What follows belongs to an exercise in optimizing a design on an open flow for small area; a production flow would make more cautious choices. RTL that was checked went through simulation tests only; none was proved equivalent to the original. The clock port is modelled as an ideal driver; clocking choices that lean on that would not hold on a real chip.

==> flow/design.v (excerpt) <==
module hayward_rx (
    input  wire        clk,
    input  wire        rst,           
    input  wire        line_in,       
    input  wire        tick,          
    output wire        frame_valid,
    output wire [95:0] frame_data,    
    output wire        frame_long,    
    output wire        frame_heater,  
    output wire        diag_valid,
    output wire [3:0]  diag_code,
    output wire [3:0]  diag_trig,
    output wire [3:0]  diag_len
);
For scale: ~430 cells after synthesis, ~140 flip-flops, about 120 I/O pins.
==> module hrx_capture, before the edit <==
module hrx_capture (
    input  wire        clk,
    input  wire        rst,
    input  wire        line_in,
    input  wire        tick,
    output wire        rec_valid,    
    output wire        rec_lo_bit,   
    output wire [6:0]  dq,           
    output wire        dr_zero,      
    output wire        lo_bit,       
    output wire        edge_seen     
);
    reg        line_q;
    reg [8:0]  r;
    reg [6:0]  q;
    reg        pend_lo_bit;
    wire       inc  = tick && !(&q);
    wire       wrap = inc && (r == 9'd399);
    wire [8:0] dr   = wrap ? 9'd0 : r + {8'd0, inc};
    assign     dq   = q + {6'd0, wrap};
    assign dr_zero  = (dr == 9'd0);
    assign lo_bit = (dq >= 7'd1) && ((dq <= 7'd3) || (dq == 7'd4 && dr_zero));
    assign edge_seen  = (line_in != line_q);
    assign rec_valid  = edge_seen && !line_in;
    assign rec_lo_bit = pend_lo_bit;
    always @(posedge clk) begin
        if (rst) begin
            line_q     <= 1'b1;
            r          <= 9'd0;
            q          <= 7'd64;
        end else begin
            line_q <= line_in;
            r      <= edge_seen ? 9'd0 : dr;
            q      <= edge_seen ? 7'd0 : dq;
        end
        if (edge_seen && line_in)
            pend_lo_bit <= lo_bit;
    end
endmodule
==> module hrx_framer, before the edit <==
module hrx_framer (
    input  wire        clk,
    input  wire        rst,
    input  wire        sym_valid,
    input  wire        s_idle,
    input  wire        s_pre,
    input  wire        s_bit1,
    input  wire        s_bit0,
    input  wire        s_inv,
    input  wire        idle_timeout,
    output wire        frame_valid,
    output wire [95:0] frame_data,
    output wire        frame_long,
    output wire        frame_heater,
    output wire        diag_valid,
    output wire [3:0]  diag_code,
    output wire [3:0]  diag_trig,
    output wire [3:0]  diag_len
);
    localparam [2:0] TRIG_PREAMBLE   = 3'd1;
    localparam [2:0] TRIG_IDLE       = 3'd2;
    localparam [2:0] TRIG_SYNTH_IDLE = 3'd3;
    localparam [1:0] ST_IDLE = 2'd0;    
    localparam [1:0] ST_P1   = 2'd1;    
    localparam [1:0] ST_W2   = 2'd2;    
    localparam [1:0] ST_P2   = 2'd3;    
    reg        fr_started;
    reg        fr_fresh;      
    reg [2:0]  fr_bidx;       
    reg [3:0]  fr_len;
    reg        pw;            
    reg        pbit;
    reg [11:0] ch [0:7];      
    reg [3:0]  q;
    reg [1:0]  st;
    reg [7:0]  acc;
    reg        ev;            
    reg [2:0]  dkind;
    wire dk_z = !(dkind[1] || dkind[0]);
    assign diag_code = {1'b0, dk_z && dkind[2], dkind[2] ^ dk_z, !dkind[2]};
    assign diag_trig = {1'b0, dk_z, dkind[1], dkind[0] || (dk_z && dkind[2])};
    wire len12   = !fr_fresh && (fr_len == 4'd12);
    wire len9    = !fr_fresh && (fr_len == 4'd9);
    wire len_ok  = len9 || len12;
    wire pre_ev  = sym_valid && s_pre;
    wire bit_ev  = sym_valid && fr_started && (s_bit0 || s_bit1);
    wire ovl_ev  = bit_ev && len12 && (fr_bidx == 3'd7);
    wire       pend_byte = pw && (fr_bidx == 3'd7);
    wire [3:0] len_inc   = fr_len + 4'd1;
    wire [3:0] eff_len   = pend_byte ? len_inc : fr_len;
    wire inv_ev  = sym_valid && fr_started && s_inv && !fr_fresh &&
                   (eff_len >= 4'd9);
    assign diag_len = eff_len;
    reg       do_end;
    reg [2:0] end_trig;
    always @(*) begin
        do_end   = 1'b0;
        end_trig = TRIG_PREAMBLE;
        if (sym_valid) begin
            if (fr_started && s_pre) begin
                do_end   = 1'b1;
                end_trig = TRIG_PREAMBLE;
            end else if (fr_started && s_idle) begin
                do_end   = 1'b1;
                end_trig = TRIG_IDLE;
            end
        end else if (idle_timeout && fr_started) begin
            do_end   = 1'b1;
            end_trig = TRIG_SYNTH_IDLE;
        end
    end
    wire commit  = pw && (q == fr_len);
    wire commit_byte = commit && (fr_bidx == 3'd7);
    wire p1   = (st == ST_P1);
    wire p2   = (st == ST_P2);
    wire q11  = (q == 4'd11);
    wire L12  = fr_len[2];       
    wire chk_pos = L12 ? (q == 4'd11) : (q == 4'd8);
    wire add_pos = L12 ? (q <= 4'd10) : (q >= 4'd1 && q <= 4'd7);
    wire is_ctrl   = (acc == 8'd0);
    wire is_heater = (acc == (L12 ? 8'hF6 : 8'hFA));
    wire keep      = L12 || (q <= 4'd8);
    wire hx = p1 ? (chk_pos || (L12 && q == 4'd8))
                 : (p2 && (is_heater ^ chk_pos));
    wire kx = !(p2 && !keep);
    wire acc_en = p1 && (add_pos || chk_pos);
    wire [7:0] bottom;
    wire [7:0] fb;
    genvar g;
    generate
        for (g = 0; g < 8; g = g + 1) begin : g_bot
            assign bottom[g] = ch[g][0];
            assign fb[g]     = (bottom[g] ^ hx) && kx;
        end
    endgenerate
    integer j;
    always @(posedge clk) begin
        for (j = 0; j < 8; j = j + 1) begin
            if (commit && fr_bidx == j)
                ch[j] <= {pbit, ch[j][11:1]};
            else
                ch[j] <= {fb[j], ch[j][11:1]};
        end
    end
    always @(posedge clk) begin
        if (rst) begin
            fr_started  <= 1'b0;
            pw          <= 1'b0;
            q           <= 4'd0;
            st          <= ST_IDLE;
            ev          <= 1'b0;
        end else begin
            ev <= 1'b0;
            q  <= q11 ? 4'd0 : q + 4'd1;
            if (p1 && chk_pos)
                st <= ST_IDLE;
            if (q11) begin
                if (st == ST_W2)
                    st <= ST_P2;
                if (p2) begin
                    st <= ST_IDLE;
                    ev <= 1'b1;
                end
            end
            if (commit_byte && (fr_len == 4'd8 || fr_len == 4'd11))
                st <= ST_P1;
            if (commit)
                pw <= 1'b0;
            if (do_end) begin
                fr_started <= 1'b0;
                if (len_ok)
                    st <= ST_W2;
                else
                    ev <= 1'b1;
            end
            if (pre_ev)
                fr_started <= 1'b1;
            if (bit_ev && !len12)
                pw <= 1'b1;
            if (ovl_ev || inv_ev) begin
                ev         <= 1'b1;
                fr_started <= 1'b0;
            end
        end
        if (bit_ev && !len12)
            pbit <= s_bit1;
        if (pre_ev)
            fr_fresh <= 1'b1;
        if (bit_ev)
            fr_fresh <= 1'b0;
        if ((bit_ev || do_end) && fr_fresh) begin
            fr_bidx <= 3'd0;
            fr_len  <= 4'd0;
        end else if (commit || (bit_ev && len12)) begin
            fr_bidx <= fr_bidx + 3'd1;
            if (commit_byte)
                fr_len <= len_inc;
        end
        if (do_end)
            dkind <= {len_ok, end_trig[1:0]};
        else if (ovl_ev)
            dkind <= 3'b000;
        else if (inv_ev)
            dkind <= 3'b100;
        if (commit_byte)
            acc <= 8'd0;
        else
            acc <= acc + (fb & {8{acc_en}}) + {7'd0, acc_en && chk_pos};
    end
    generate
        for (g = 0; g < 96; g = g + 1) begin : g_out
            assign frame_data[g] = ch[g % 8][g / 8];
        end
    endgenerate
    wire frame_ev = dkind[2] && !dk_z && (is_ctrl || is_heater);
    assign frame_valid  = ev && frame_ev;
    assign diag_valid   = ev && !frame_ev;
    assign frame_long   = L12;
    assign frame_heater = !is_ctrl;
endmodule
Settings: LEC_CHECK=0, CAP_MARGIN=20, CORE_MARGIN=2, CORE_UTILIZATION=40, SLEW_MARGIN=20; clock period 10.0 ns.
standard.sh (not shown) runs the stock make flow with config.mk's settings and CLKGATE_MAP_FILE= SYNTH_SCRIPT=/design/flow/synth_recipe.tcl, a recipe that flattens the netlist after the stock synthesis.
==> flow/flow/run.sh <==
#!/bin/bash
# The standard ORFS layout (the standard.sh) with these changes:
#  - synthesis maps the logic with an area-oriented ABC script (synth.tcl,
#    area.script) and leaves adders to ABC instead of the adder map; the
#    registers are the standard synthesis's;
#  - ports are buffered with the smallest buffer, sky130_fd_sc_hd__buf_1;
#  - the clock tree is built without dummy loads, and clock buffers are
#    downsized where the clock slew allows (post_cts.tcl);
#  - power recovery downsizes cells on paths with positive slack.
# Each tool's full output is in orfs/logs/ (one log per step); make's own
# output is in standard.log.
set -euo pipefail
F=$PWD/flow
export FLOW_ABC_SCRIPT=$F/area.script
bash standard.sh \
  "SYNTH_SCRIPT=$F/synth.tcl" \
  "ADDER_MAP_FILE=" \
  "BUFFER_PORTS_ARGS=-buffer_cell sky130_fd_sc_hd__buf_1" \
  "CTS_ARGS=-sink_clustering_enable -repair_clock_nets -dont_use_dummy_load -buf_list {sky130_fd_sc_hd__clkbuf_4 sky130_fd_sc_hd__clkbuf_8}" \
  "POST_CTS_TCL=$F/post_cts.tcl" \
  "RECOVER_POWER=100" \
  finish > standard.log 2>&1
Other scripts of this flow, unchanged in this note and not shown: flow/flow/area.script, flow/flow/post_cts.tcl, flow/flow/synth.tcl
The baseline went through all stages and came out clean.
Next try:
--- a/flow/design.v
+++ b/flow/design.v
@@ -14,4 +14,5 @@
     reg [8:0]  r;
     reg [6:0]  q;
+    reg        pend_valid;
     reg        pend_lo_bit;
     wire       inc  = tick && !(&q);
@@ -22,5 +23,5 @@
     assign lo_bit = (dq >= 7'd1) && ((dq <= 7'd3) || (dq == 7'd4 && dr_zero));
     assign edge_seen  = (line_in != line_q);
-    assign rec_valid  = edge_seen && !line_in;
+    assign rec_valid  = edge_seen && !line_in && pend_valid;
     assign rec_lo_bit = pend_lo_bit;
     always @(posedge clk) begin
@@ -28,9 +29,12 @@
             line_q     <= 1'b1;
             r          <= 9'd0;
-            q          <= 7'd64;
+            q          <= 7'd0;
+            pend_valid <= 1'b0;
         end else begin
             line_q <= line_in;
             r      <= edge_seen ? 9'd0 : dr;
             q      <= edge_seen ? 7'd0 : dq;
+            if (edge_seen)
+                pend_valid <= line_in;
         end
         if (edge_seen && line_in)
@@ -141,5 +145,4 @@
                  : (p2 && (is_heater ^ chk_pos));
     wire kx = !(p2 && !keep);
-    wire acc_en = p1 && (add_pos || chk_pos);
     wire [7:0] bottom;
     wire [7:0] fb;
@@ -222,6 +225,6 @@
         if (commit_byte)
             acc <= 8'd0;
-        else
-            acc <= acc + (fb & {8{acc_en}}) + {7'd0, acc_en && chk_pos};
+        else if (p1 && (add_pos || chk_pos))
+            acc <= acc + fb + {7'd0, chk_pos};
     end
     generate
Sequential cell count increases by 1.
Cell count rises by 2.0%.
Synthesized area came out higher by 1.1%.
Global-route usage barely changes.
Worst hold slack gets worse by 0.011 ns.
For the second run of this note, only the layout was checked, not whether the RTL still works.

re-timing with driven ports:
In the flow no input, the clock included, has a driving cell. The finished layouts below were timed again as built, in two steps. Step 1, drivers: a clkbuf_16 drives clk and a buf_2 each remaining input, both assumed. Step 2 also shifts input and output timing later by t, the mid clock arrival at the registers, as if the neighbouring blocks saw the same clock. Three values: no drivers, after step 1, after step 2; two values: the first two.
| run | t, ns | setup WS [ns] | worst setup path at the end |
|---|---|---|---|
| the first run | 0.502 | 5.075 / 5.085 / 4.583 | input to register |
| the second run | 0.568 | 4.577 / 4.577 / 4.422 | input to register |
After both steps every run listed still meets setup and hold. The setup slack of the first run, which loses most, moves by +0.010 ns with the drivers and by -0.492 ns with both steps.
